From an optimization exercise on the open Yosys and OpenROAD flow, aimed at small area and a short achievable clock period; shortcuts taken in it are not production practice.
Function was checked by simulation only, so behaviour that the tests miss may differ from the original.
Power and IR drop assume default switching activity.

## design/flow/config.mk

```make
export PLATFORM = sky130hd
export DESIGN_NAME = hpma_frx
export DESIGN_NICKNAME = hpma_frx
export VERILOG_FILES = /design/flow/design.v
export SDC_FILE = /design/flow/constraint.sdc
export NUM_CORES = 4
export LEC_CHECK = 0
export CAP_MARGIN = 20
export CORE_MARGIN = 2
export CORE_UTILIZATION = 40
export PLACE_DENSITY = 0.6
export SLEW_MARGIN = 20
```

## design/flow/constraint.sdc

```tcl
create_clock -name core_clock -period 9.0 [get_ports {clk}]
set_input_delay 1.8000 -clock core_clock [delete_from_list [all_inputs] [get_ports {clk}]]
set_output_delay 1.8000 -clock core_clock [all_outputs]
set_load 0.01 [all_outputs]
```

## design/flow/design.v

```verilog
module hpma_frx (
    input  wire        clk,
    input  wire        rst,         
    input  wire        cmd_valid,
    input  wire [31:0] cmd_word,
    input  wire [8:0]  rd_addr,
    output reg  [15:0] rd_data,
    input  wire        rx_valid,
    input  wire [7:0]  rx_data,
    output wire        rx_ready,
    input  wire        tick,
    output wire        busy,
    output wire        fin
);
    localparam integer BUF_CAP   = 256;
    localparam [15:0]  T_SETTLE  = 16'd1;
    localparam [15:0]  T_LEN     = 16'd100;
    localparam [15:0]  T_BODY    = 16'd100;
    localparam         BODY_MODE = 1'b0;       
    localparam [2:0] S_IDLE    = 3'd0,
                     S_SYNC    = 3'd1,
                     S_SETTLE  = 3'd2,
                     S_LENWAIT = 3'd3,
                     S_BODY    = 3'd4,
                     S_DONE    = 3'd5,
                     S_ERROR   = 3'd6;
    localparam [2:0] E_NONE           = 3'd0,
                     E_SYNC_TIMEOUT   = 3'd1,
                     E_LENGTH_TIMEOUT = 3'd2,
                     E_INVALID_LENGTH = 3'd3,
                     E_SHORT_READ     = 3'd4;
    localparam [7:0] SENTINEL = 8'h40;
    reg [2:0]  st;
    reg [2:0]  err;
    reg        ign;
    reg        ill;
    reg [7:0]  len;
    reg [8:0]  idx;
    reg [7:0]  acc;
    reg [15:0] tmr;
    reg [15:0] tsync;
    reg [7:0]  maxpay;
    reg [7:0]  buffer [0:BUF_CAP-1];
    wire [3:0]  op          = cmd_word[31:28];
    wire        rsv_zero    = (cmd_word[27:16] == 12'd0);
    wire        imm_zero    = (cmd_word[15:0] == 16'd0);
    wire        imm_hi_zero = (cmd_word[15:8] == 8'd0);
    wire is_nop    = rsv_zero && (op == 4'h0) && imm_zero;
    wire is_start  = rsv_zero && (op == 4'h1) && imm_zero;
    wire is_tsync  = rsv_zero && (op == 4'h2);
    wire is_maxpay = rsv_zero && (op == 4'h3) && imm_hi_zero;
    wire is_rclr   = rsv_zero && (op == 4'h4) && imm_zero;
    wire is_radd   = rsv_zero && (op == 4'h5) && imm_hi_zero;
    wire is_legal  = is_nop || is_start || is_tsync || is_maxpay || is_rclr || is_radd;
    assign busy = (st == S_SYNC) || (st == S_SETTLE) || (st == S_LENWAIT) || (st == S_BODY);
    assign fin  = (st == S_DONE) || (st == S_ERROR);
    reg [15:0] limit;
    always @(*) begin
        case (st)
            S_SYNC:    limit = tsync;
            S_SETTLE:  limit = T_SETTLE;
            S_LENWAIT: limit = T_LEN;
            S_BODY:    limit = T_BODY;
            default:   limit = 16'd0;
        endcase
    end
    wire expired = busy && (tmr >= limit);
    assign rx_ready = !rst && !expired &&
                      ((st == S_SYNC) || (st == S_LENWAIT) || (st == S_BODY));
    wire [15:0] tinc = (tick && (tmr != 16'hFFFF)) ? tmr + 16'd1 : tmr;
    wire [9:0] len_ext = {2'b00, rx_data};
    wire lenok = (len_ext >= 10'd1) &&
                 (len_ext + 10'd3 <= BUF_CAP[9:0]) &&
                 (len_ext - 10'd1 <= {2'b00, maxpay});
    wire [9:0] body_end = {2'b00, len} + 10'd2;    
    reg       buf_we;
    reg [7:0] buf_wa;
    always @(*) begin
        buf_we = 1'b0;
        buf_wa = 8'd0;
        if (!rst && rx_valid && rx_ready) begin
            case (st)
                S_SYNC: begin
                    buf_we = (rx_data == SENTINEL);
                    buf_wa = 8'd0;
                end
                S_LENWAIT: begin
                    buf_we = lenok;
                    buf_wa = 8'd1;
                end
                S_BODY: begin
                    buf_we = 1'b1;
                    buf_wa = idx[7:0];
                end
                default: ;
            endcase
        end
    end
    always @(posedge clk) begin
        if (buf_we)
            buffer[buf_wa] <= rx_data;
    end
    always @(posedge clk) begin
        if (rst) begin
            st     <= S_IDLE;
            err    <= E_NONE;
            ign    <= 1'b0;
            ill    <= 1'b0;
            len    <= 8'd0;
            idx    <= 9'd0;
            acc    <= 8'd0;
            tmr    <= 16'd0;
            tsync  <= 16'd0;
            maxpay <= 8'd0;
        end else begin
            if (cmd_valid) begin
                if (!is_legal) begin
                    ill <= 1'b1;
                end else if (!is_nop) begin
                    if (busy) begin
                        ign <= 1'b1;
                    end else if (is_start) begin
                        st  <= S_SYNC;
                        err <= E_NONE;
                        ign <= 1'b0;
                        ill <= 1'b0;
                        len <= 8'd0;
                        idx <= 9'd0;
                        acc <= 8'd0;
                        tmr <= 16'd0;
                    end else if (is_tsync) begin
                        tsync <= cmd_word[15:0];
                    end else if (is_maxpay) begin
                        maxpay <= cmd_word[7:0];
                    end else if (is_rclr) begin
                        acc <= 8'd0;
                    end else if (is_radd) begin
                        acc <= acc + cmd_word[7:0];
                    end
                end
            end
            case (st)
                S_SYNC: begin
                    if (expired) begin
                        st  <= S_ERROR;
                        err <= E_SYNC_TIMEOUT;
                    end else if (rx_valid && (rx_data == SENTINEL)) begin
                        acc <= acc + SENTINEL;
                        idx <= 9'd1;
                        st  <= S_SETTLE;
                        tmr <= 16'd0;
                    end else begin
                        tmr <= tinc;
                    end
                end
                S_SETTLE: begin
                    if (expired) begin
                        st  <= S_LENWAIT;
                        tmr <= 16'd0;
                    end else begin
                        tmr <= tinc;
                    end
                end
                S_LENWAIT: begin
                    if (expired) begin
                        st  <= S_ERROR;
                        err <= E_LENGTH_TIMEOUT;
                    end else if (rx_valid) begin
                        len <= rx_data;
                        if (lenok) begin
                            acc <= acc + rx_data;
                            idx <= 9'd2;
                            st  <= S_BODY;
                            tmr <= 16'd0;
                        end else begin
                            st  <= S_ERROR;
                            err <= E_INVALID_LENGTH;
                        end
                    end else begin
                        tmr <= tinc;
                    end
                end
                S_BODY: begin
                    if (expired) begin
                        st  <= S_ERROR;
                        err <= E_SHORT_READ;
                    end else if (rx_valid) begin
                        idx <= idx + 9'd1;
                        if ({1'b0, idx} < body_end) begin
                            acc <= acc + rx_data;
                            tmr <= BODY_MODE ? 16'd0 : tinc;
                        end else begin
                            st <= S_DONE;
                        end
                    end else begin
                        tmr <= tinc;
                    end
                end
                default: ;
            endcase
        end
    end
    wire [15:0] status = {3'b000, fin, busy, (acc == 8'd0), ill, ign,
                          1'b0, err, 1'b0, st};
    always @(*) begin
        rd_data = 16'h0000;
        if (rd_addr[8]) begin
            if ({1'b0, rd_addr[7:0]} < BUF_CAP[8:0])
                rd_data = {8'h00, buffer[rd_addr[7:0]]};
        end else begin
            case (rd_addr[7:0])
                8'h00: rd_data = status;
                8'h01: rd_data = {8'h00, len};
                8'h02: rd_data = {7'h00, idx};
                8'h03: rd_data = {8'h00, acc};
                8'h04: rd_data = {8'h00, 8'h00 - acc};
                8'h05: rd_data = tmr;
                8'h06: rd_data = tsync;
                8'h07: rd_data = {8'h00, maxpay};
                8'h08: rd_data = BUF_CAP[15:0];
                8'h09: rd_data = T_SETTLE;
                8'h0A: rd_data = T_LEN;
                8'h0B: rd_data = T_BODY;
                8'h0C: rd_data = {15'h0000, BODY_MODE};
                default: rd_data = 16'h0000;
            endcase
        end
    end
endmodule
```

## design/flow/run.sh

```bash
#!/bin/bash
# synth_recipe.tcl (not shown) runs the flow's synth.tcl, then flattens the netlist and writes it again
# the make line also repeats each setting of config.mk as NAME=value (left out here)
make -C /OpenROAD-flow-scripts/flow DESIGN_CONFIG=/design/flow/config.mk WORK_HOME=/design/flow/orfs CLKGATE_MAP_FILE= SYNTH_SCRIPT=/design/flow/synth_recipe.tcl finish
```

==> reports/metrics.cfg <==
[synth]
yosys.area_share.xor_xnor_pct = 0.396
yosys-top-cells-count = 2048 x edfxtp_1, 529 x mux4_2, 357 x nor2_1
yosysTopAreaCellShare_pct = 71.5
muxShareOfSynthArea_pct = 14.9
synth_top_area_cell = edfxtp_1
syn_inst = 4525
synth_nets = 4635
synth_top_family_by_area = multiplexers
synth_edf_count = 2048
synth_ff_type = edfxtp_1
synth.most_common_cell = edfxtp_1
ys_types = 88
synth_fa_ha_area_share_pct = 0.844
synthTopCellsByArea = edfxtp_1 72%, mux4_2 14%, dfxtp_1 1.7%, nor2_1 1.6%, a22oi_1 1.1%
async_flop_share_pct = 0
ys_seq_elements = 2121
seq_area_frac_synth_pct = 73.2
syn_area_um2 = 86000
synth_compound_area_share_pct = 4.63
synth-simple-area-share_pct = 4.26
syn_area_per_cell_um2 = 19.0
ys_warn_count = 1

[cells_and_area]
drive_gt1_share_pct = 20.8
fill_cells = 18000
nNetsFinal = 4763
final_core_util_pct = 45.3
stdcell_area_um2 = 97000
area_growth_syn_to_layout_pct = 12.8

[sta]
worstMarginPinSlew_ps = 1220
min_period_ps = 8120
hold_viol = 0
drv_slew = 0
fin_crit_sh_pct = 90.2
finalSetupViolations = 0
tns_ps = 0
fmax_mhz = 123
whs_ps = 477
fin_skew_ps = 58.3
rsz0062_at_grt = no
maxSlewHeadroom_pct = 18.7

[clock_network]
cts_hold_buf = 0
path_clk_slew_ps = 60
clock-sinks = 2121
clock_insertion_delay_worst_skew_ps = 870
clk_path_buf_depth = 3
root_buffer = clkbuf_16
cts-resized-gates = 0
cts_tree = yes
cts_inserted_buffers = 206
post_cts_buffers = 0
h-tree-depth = 4

[floorplan]
die_w_um = 468
io_pins = 73
rows = 170
fp.dieArea_um2 = 219000
core_um2 = 214000
start_util_pct = 40.1
die_y_um = 468

[placed_design]
dp_hpwl_um = 152000
gp_congestion = 0.929
placed_area_um2 = 90100
io_buffers = 72

[routing]
wire_per_inst_um = 31.7
postRouteAntennaNets = 0
drcViolationCount = 0
drtIter0Drc = 6411
drt-vias-per-instance = 6.07
drt-total-wl_um = 243000
dr.pass1.iters = 6
vias = 46500

[power]
p_int_mw = 16.4
p_per_area_nw_per_um2 = 220
peakVddDrop_v = 0.000215
power_switching_mw = 4.96
finalPower_mw = 21.3
netSwitchingFraction_pct = 23.3
clockPowerShare_pct = 41.2
p_leak_nw = 29.8
p_comb_share_pct = 7.7
p_seq_share_pct = 51.1

[setup_path]
critical_path.cell_chain = buf_8 -> buf_12 -> buf_12 -> buf_4 -> mux4_2 -> mux4_2 -> o21ai_0 -> nor3_1 -> a31oi_1 -> o21ai_1 -> clkdlybuf4s50_1
r2r_cells = 13
end_kind = output port
r2r-start = st[0]$_SDFF_PP0_
worstPathRequired_ps = 7200
cp-startpoint = rd_addr[0]
cp_slowest_stage_delay_ps = 650
start_kind = primary input
worst-setup-path-type = primary input to output port
r2r_slack_ps = 2420
r2r-end = buffer[116][0]$_DFFE_PP_
cp_slowest_cell = a31oi_1
cp.arrival_ps = 6320
crit_path_max_fanout = 39

[grt]
grt_overflow_total = 0
grt_antenna_before_repair = 10
grt_pass1_vias = 45200
grt_max_degree = 200
grt_pass1_wl_um = 343000
grt_use_total_pct = 22.0

[min_path]
hold_class = flip-flop to flip-flop
min_from = tsync[9]$_SDFFE_PP0P_
hold_depth = 2
worstHoldEndpoint = tsync[9]$_SDFFE_PP0P_

[outcome]
status = finished clean

[run]
timing.max_cap.violations = 0

power groups by stage:
stage	logic, mW	clock network, mW	registers, mW
2_1_floorplan	0.981	0	11.1
5_1_grt	1.74	9.27	10.9
6_report	1.64	8.80	10.9
3_3_place_gp	1.60	0	11.1
4_1_cts	1.63	8.89	10.9
3_5_place_dp	1.63	0	11.1
registers in the layout, summed over array words and instances, names as in the netlist:
register	cells
acc	8
err	3
ill	1
buffer	2048
ign	1
tmr	16
len	8
maxpay	8
tsync	16
st	3
idx	9
cell type report:
cell class	count	area, µm²	share of cell area [%]
Clock buffer	240	5300	5.47
Antenna cell	3	7.51	0.00774
Inverter	32	120	0.124
Timing Repair Buffer	190	1910	1.97
Sequential cell	2121	63000	64.9
Clock inverter	136	1550	1.60
Tap cell	2838	3550	3.66
Multi-Input combinational cell	2102	21600	22.3
per-layer routing:
layer	vias up	routed length [µm]	global-route usage [%]
met1	24600	99700	31.3
met3	439	22900	4.84
met4	14	8150	7.04
met5	-	79	0
met2	2480	112000	33.7
li1	18900	-	-
cell usage in the layout (no fill, tap or decap), types with 29 or more instances in the layout:
cell type,instances
clkinv_2,34
inv_1,31
nor2_1,355
clkdlybuf4s50_1,56
edfxtp_1,2048
clkbuf_16,207
nand3_1,62
nand2_1,193
a22oi_1,121
clkinv_1,56
nor3_1,32
mux4_2,529
buf_4,95
ha_1,54
mux2i_1,86
a21oi_1,146
dfxtp_1,73
o21ai_0,55
a211oi_1,29
clkbuf_1,33
cell families (layout without fill, tap and decap cells):
logic type      Yosys count  after routing
other cells               0              3
flops                  2121           2121
buf+inv                 302            598
xor+xnor                 38             38
mux                     619            619
compound gates          577            577
fa+ha+maj                57             57
simple gates            811            811
per-stage QoR:
step	cells	setup slack [ps]
4_1_cts	7658	842
3_3_place_gp	7281	772
2_1_floorplan	4525	3220
3_5_place_dp	7282	841
6_report	7662	885
5_1_grt	7659	682
critical path, delay by kind of cell:
family / cells / cell delay [ps]
AND/OR/NAND/NOR: 1 / 120
buffers and inverters: 5 / 1810
AO/OA/AOI/OAI: 3 / 1430
multiplexers: 2 / 990
how the worst max path moves through the flow:
stage,slack [ps],depth (start not counted),to
6_report,880,11,rd_data[4]
2_1_floorplan,3220,11,rd_data[1]
3_3_place_gp,770,11,rd_data[4]
3_5_place_dp,840,11,rd_data[4]
4_1_cts,840,11,rd_data[4]
5_1_grt,680,10,rd_data[4]

[afterwards: timing with drivers on the ports]
How much do the figures lean on ideal ports? The routed layout below was timed once more, with nothing changed but the port constraints. Step 1: set_driving_cell puts a clkbuf_16 on clk and a buf_2 on each other input, an assumption about the parent block. Step 2 moves the port delays by t, midway between the first and last clock arrival at a register: inputs arrive t later, outputs are due t later. That takes back most of the time a late clock gives input paths. Slacks: ideal / step 1 / step 2; pairs: ideal / step 1.
t, ns: 0.936
setup WS [ns]: 0.885 / 0.833 / 0.833
pins driven straight from the clock port: 1
After both steps setup and hold are still met in this run. The setup slack of this run moves by -0.052 ns with the drivers and by -0.052 ns with both steps.
